Background: an optimization exercise with open tools, aiming at small area, a short achievable clock period and few clock cycles per item. Do not read the settings as production practice. In this exercise RTL edits were held to simulation tests only and were not proved equivalent to the original.

===== constraint.sdc =====
create_clock -name core_clock -period 15.0 [get_ports {clk}]
set_input_delay 3.0000 -clock core_clock [delete_from_list [all_inputs] [get_ports {clk}]]
set_output_delay 3.0000 -clock core_clock [all_outputs]
set_load 0.01 [all_outputs]

===== config.mk =====
export PLATFORM = sky130hd
export DESIGN_NAME = vpb_adpcm
export DESIGN_NICKNAME = vpb_adpcm
export VERILOG_FILES = /design/flow/design.v
export SDC_FILE = /design/flow/constraint.sdc
export NUM_CORES = 4
export LEC_CHECK = 0
export CAP_MARGIN = 20
export CORE_MARGIN = 2
export CORE_UTILIZATION = 40
export PLACE_DENSITY = 0.6
export SLEW_MARGIN = 20

===== run.sh =====
#!/bin/bash
# synth_recipe.tcl (not shown) runs the flow's synth.tcl, then flattens the netlist and writes it again
# the make line also repeats each setting of config.mk as NAME=value (left out here)
make -C /OpenROAD-flow-scripts/flow DESIGN_CONFIG=/design/flow/config.mk WORK_HOME=/design/flow/orfs CLKGATE_MAP_FILE= SYNTH_SCRIPT=/design/flow/synth_recipe.tcl finish

===== design.v =====
module vpb_adpcm (
    input  wire               clk,
    input  wire               rst,
    input  wire               start,
    output wire               busy,
    input  wire        [15:0] count,
    input  wire       [255:0] coefs,      
    input  wire         [7:0] ps_in,
    input  wire signed [15:0] yn1_in,
    input  wire signed [15:0] yn2_in,
    input  wire               in_valid,
    output wire               in_ready,
    input  wire         [7:0] in_byte,
    output wire               out_valid,
    input  wire               out_ready,
    output wire signed [15:0] out_sample,
    output wire               done,
    output wire         [7:0] ps_out,
    output wire signed [15:0] yn1_out,
    output wire signed [15:0] yn2_out
);
    reg               running;
    reg        [15:0] left;        
    reg        [15:0] out_left;    
    reg       [255:0] coef_r;      
    reg         [7:0] ps;
    reg signed [15:0] yn1, yn2;
    reg               hdr_next;    
    reg         [2:0] db_cnt;      
    reg               have_byte;
    reg         [7:0] byte_r;
    reg               lo_next;     
    reg               out_v;
    reg signed [15:0] out_d;
    reg               done_r;
    wire accept   = start && !running;
    wire out_fire = out_v && out_ready;
    wire emit      = running && have_byte && (!out_v || out_ready);
    wire byte_last = lo_next || (left == 16'd1);
    wire byte_free = !have_byte || (emit && byte_last);
    wire hdr_now   = hdr_next || (have_byte && db_cnt == 3'd6);
    assign in_ready = running && byte_free && (have_byte ? (left > 16'd1) : (left != 16'd0));
    wire in_fire  = in_valid && in_ready;
    wire        [3:0] nib   = lo_next ? byte_r[3:0] : byte_r[7:4];
    wire signed [3:0] n     = nib;
    wire        [3:0] scale = ps[3:0];
    wire        [2:0] ci    = ps[6:4];
    wire signed [15:0] c1   = coef_r[{ci, 1'b0} * 16 +: 16];
    wire signed [15:0] c2   = coef_r[{ci, 1'b1} * 16 +: 16];
    wire signed [32:0] term_n = $signed({{29{n[3]}}, n}) <<< (scale + 5'd11);
    wire signed [32:0] sum    = term_n + c1 * yn1 + c2 * yn2 + 33'sd1024;
    wire signed [32:0] q      = sum >>> 11;
    wire signed [15:0] smp    = (q > 33'sd32767)  ? 16'sh7FFF :
                                (q < -33'sd32768) ? 16'sh8000 :
                                                    q[15:0];
    always @(posedge clk) begin
        if (rst) begin
            running <= 1'b0;
            out_v   <= 1'b0;
            done_r  <= 1'b0;
        end else begin
            done_r <= 1'b0;
            if (accept) begin
                coef_r    <= coefs;
                ps        <= ps_in;
                yn1       <= yn1_in;
                yn2       <= yn2_in;
                left      <= count;
                out_left  <= count;
                hdr_next  <= 1'b1;
                db_cnt    <= 3'd0;
                have_byte <= 1'b0;
                if (count == 16'd0)
                    done_r  <= 1'b1;
                else
                    running <= 1'b1;
            end
            if (emit) begin
                out_d <= smp;
                yn2   <= yn1;
                yn1   <= smp;
                left  <= left - 16'd1;
                if (byte_last) begin
                    have_byte <= 1'b0;
                    if (db_cnt == 3'd6) begin
                        db_cnt   <= 3'd0;
                        hdr_next <= 1'b1;
                    end else begin
                        db_cnt <= db_cnt + 3'd1;
                    end
                end else begin
                    lo_next <= 1'b1;
                end
            end
            if (in_fire) begin
                if (hdr_now) begin
                    ps       <= in_byte;
                    hdr_next <= 1'b0;
                end else begin
                    byte_r    <= in_byte;
                    have_byte <= 1'b1;
                    lo_next   <= 1'b0;
                end
            end
            if (emit)
                out_v <= 1'b1;
            else if (out_fire)
                out_v <= 1'b0;
            if (out_fire) begin
                out_left <= out_left - 16'd1;
                if (out_left == 16'd1) begin
                    running <= 1'b0;
                    done_r  <= 1'b1;
                end
            end
        end
    end
    assign busy       = running;
    assign out_valid  = out_v;
    assign out_sample = out_d;
    assign done       = done_r;
    assign ps_out     = ps;
    assign yn1_out    = yn1;
    assign yn2_out    = yn2;
endmodule

==> out/results.ini <==
[clock_network]
cts_tree = built
clkTransAtPathRegs_ps = 60
clock-sinks = 361
cts_buffers = 42
postCtsHoldBufs = 0
clock-root-buffer = clkbuf_16
clk_latency_ps = 620
cts_buffer_depth = 3
htreeDepth = 2
cts_setup_buffers = 0
ctsResizeCount = 0

[route]
avgRoutedWirePerCell_um = 21.5
postRouteAntennaNets = 0
wl_mm = 103
drt_first_pass_iters = 6
drt-initial-drc-count = 1472
vias = 24300
drcViolationCount = 0
via_per_inst = 5.06

[timing]
post-route-period-util_pct = 73.5
finalSetupViolCount = 0
timing.slew.headroom_pct = 22.7
hold_viol = 0
slew_viol_final = 0
rsz0062_at_grt = false
max_clock_freq_mhz = 90.7
final.setup_skew_ps = 47.2
whs_ps = 583
fin_crit_ps = 11020
tightest_slew_ps = 1160
fin_setup_tns_ps = 0

[worst_setup_path]
r2r_cells = 32
path_buf_inv = 7
crit_family = adder cells
required_ps = 15330
start_kind = flip-flop
r2r-start = ps[0]
path_class = flip-flop to flip-flop
critPathMaxStageDelay_ps = 710
cp-end-kind = flip-flop
startpoint = ps[0]
rr_endpoint = out_d[12]
cp.arrival_ps = 11360
cp_common_cell = fa_1
rrSetupSlack_ps = 3980
crit_fanout = 15
cp_slowest_cell = xnor2_1

[global_routing]
grt_pass1_vias = 26700
grt.total_usage_pct = 22.7
grt_pass1_wl_mm = 160
antenna_found_initial = 12
gr-total-overflow = 0
grt_max_degree = 197

[logic_synthesis]
synth_cell_types = 79
ys_seq_area_share_pct = 29.4
ys_async_sr_fraction_pct = 0
synth_common_cells = inv_1 (693), fa_1 (637), edfxtp_1 (358), nand2_1 (336), and2_1 (156)
synth_area_leaders = fa_1 (35%), edfxtp_1 (29%), inv_1 (7.1%)
yosysMostFrequentCell = inv_1
avgSynthCellArea_um2 = 11.4
synth_top_area_cell = fa_1
synth_flop_cell = edfxtp_1
synth_top_area_share_pct = 34.7
synth_cells = 3225
synth_edf_count = 358
yosys_warnings = 1
synth_seq_cells = 361
netlist_area_um2 = 36800

[floorplan]
die_h_um = 307
die_x_um = 307
core_area_um2 = 91400
pin_count = 385
fp-row-count = 111
die_area_um2 = 94300
start_util_pct = 40.2

[place]
hpwlAfterDp_mm = 82.8
place.gp.congestion = 0.907
port-buffer-count = 384

[cells_and_area]
post-route-util_pct = 47.3
drive_gt1_share_pct = 5.99
nets = 4676
synthToLayoutAreaGrowth_pct = 17.7

[hold_path]
hp-class = flip-flop to flip-flop
hold_end = out_v
hp-start = out_v
hold_depth = 2

[status]
outcome = no timing/DRC/antenna violations

[job]
cap_violations = 0

-- worst reg2reg max path, delay by kind of cell (launching register included) --
family | cells | cell delay, ps
AND/OR/NAND/NOR | 7 | 2050
AO/OA/AOI/OAI | 7 | 2180
buffers and inverters | 7 | 450
adder cells (fa/ha/maj) | 10 | 4800
flip-flops | 1 | 600
XOR/XNOR | 1 | 710
-- worst max path at each step --
stage	endpoint	slack, ps	cells past startpoint
final	out_d[12]	3980	32
after global routing	out_d[12]	3410	32
after CTS	out_d[12]	4160	29
after detailed placement	out_d[12]	4160	29
after global placement	out_d[12]	4360	32
after floorplan	coef_r[0]	320	2
-- per-stage QoR --
step | cells | setup WS (ps) | area, µm²
after detailed placement | 4717 | 4160 | 42000
after global routing | 4798 | 3410 | 43300
final | 4799 | 3980 | 43300
after global placement | 4717 | 4360 | 42000
after CTS | 4790 | 4160 | 43200
after floorplan | 3227 | 318 | 36800
-- state kept, by name, indices dropped and copies added, names as in the netlist, 3 cells and up --
name	cells
yn1	16
db_cnt	3
ps	8
out_d	16
yn2	16
left	16
coef_r	256
byte_r	8
out_left	16
-- logic make-up (layout without fill, tap and decap cells) --
group,count (synthesis),in the layout,share of synthesized area [%]
compound gates,235,235,4.08
xor+xnor,69,69,1.68
fa+ha+maj,776,776,39.4
buf+inv,815,1192,8.41
flops,361,361,29.4
mux,113,113,5.35
other cells,2,13,0.0204
simple gates,854,854,11.6
-- cell type report --
| type | instances | area, µm² |
|---|---|---|
| diodes | 9 | 22.5 |
| fillers | 8433 | 48100 |
| flip-flops and latches | 361 | 10800 |
| inverters | 694 | 2610 |
| repair buffers | 425 | 4160 |
| clock buffers | 49 | 1080 |
| multi-input cells | 2051 | 22900 |
| clock inverters | 24 | 195 |
| well taps | 1186 | 1480 |
-- placed cells by master, fill, tap and decap left out, drive strengths merged, types with 12 or more instances in the layout --
master           n
ha             139
clkinv          17
nor2            95
a21oi           72
inv            696
nand3           22
fa             637
a31oi           14
mux2            25
clkdlybuf4s50  384
xnor2           46
mux2i           24
xor2            22
nand2b          46
nand4           12
o21ai           69
buf             41
mux4            64
nand2          336
edfxtp         358
and2           156
nor4            17
and3            19
nor2b          105
nor3            18
clkbuf          49
-- metal layers --
layer	vias up	global-route usage [%]	share of wire [%]
met5	-	0	0.012
met1	12600	26.9	37
met3	177	3.93	5.4
li1	10900	-	-
met4	2	9.81	4.7
met2	668	40.6	53
Testbench counts, summed over its fixed seeds: cycles 41,520, samples 38,080.

==> static timing again, ports no longer ideal <==
The flow's constraints put no driver on any port. The routed layout listed below was extracted and timed again, unchanged, in two steps. Step 1, drivers: a clkbuf_16 drives clk and a buf_2 each remaining input, both assumed. Step 2 times the ports against the registers' clock, not the clock port: input delays grow and output delays shrink by t, the midpoint of the rising clock arrivals with the driver on. Slacks: ideal ports / drivers / drivers and shift; pairs: ideal ports / drivers.
shift t [ns]: 0.659
setup slack, ns: 3.976 / 3.976 / 3.976
hold WS [ns]: 0.583 / 0.583 / 0.583
After both steps setup and hold are still met in this run. The setup slack of this run moves by 0.000 ns with the drivers and by 0.000 ns with both steps.
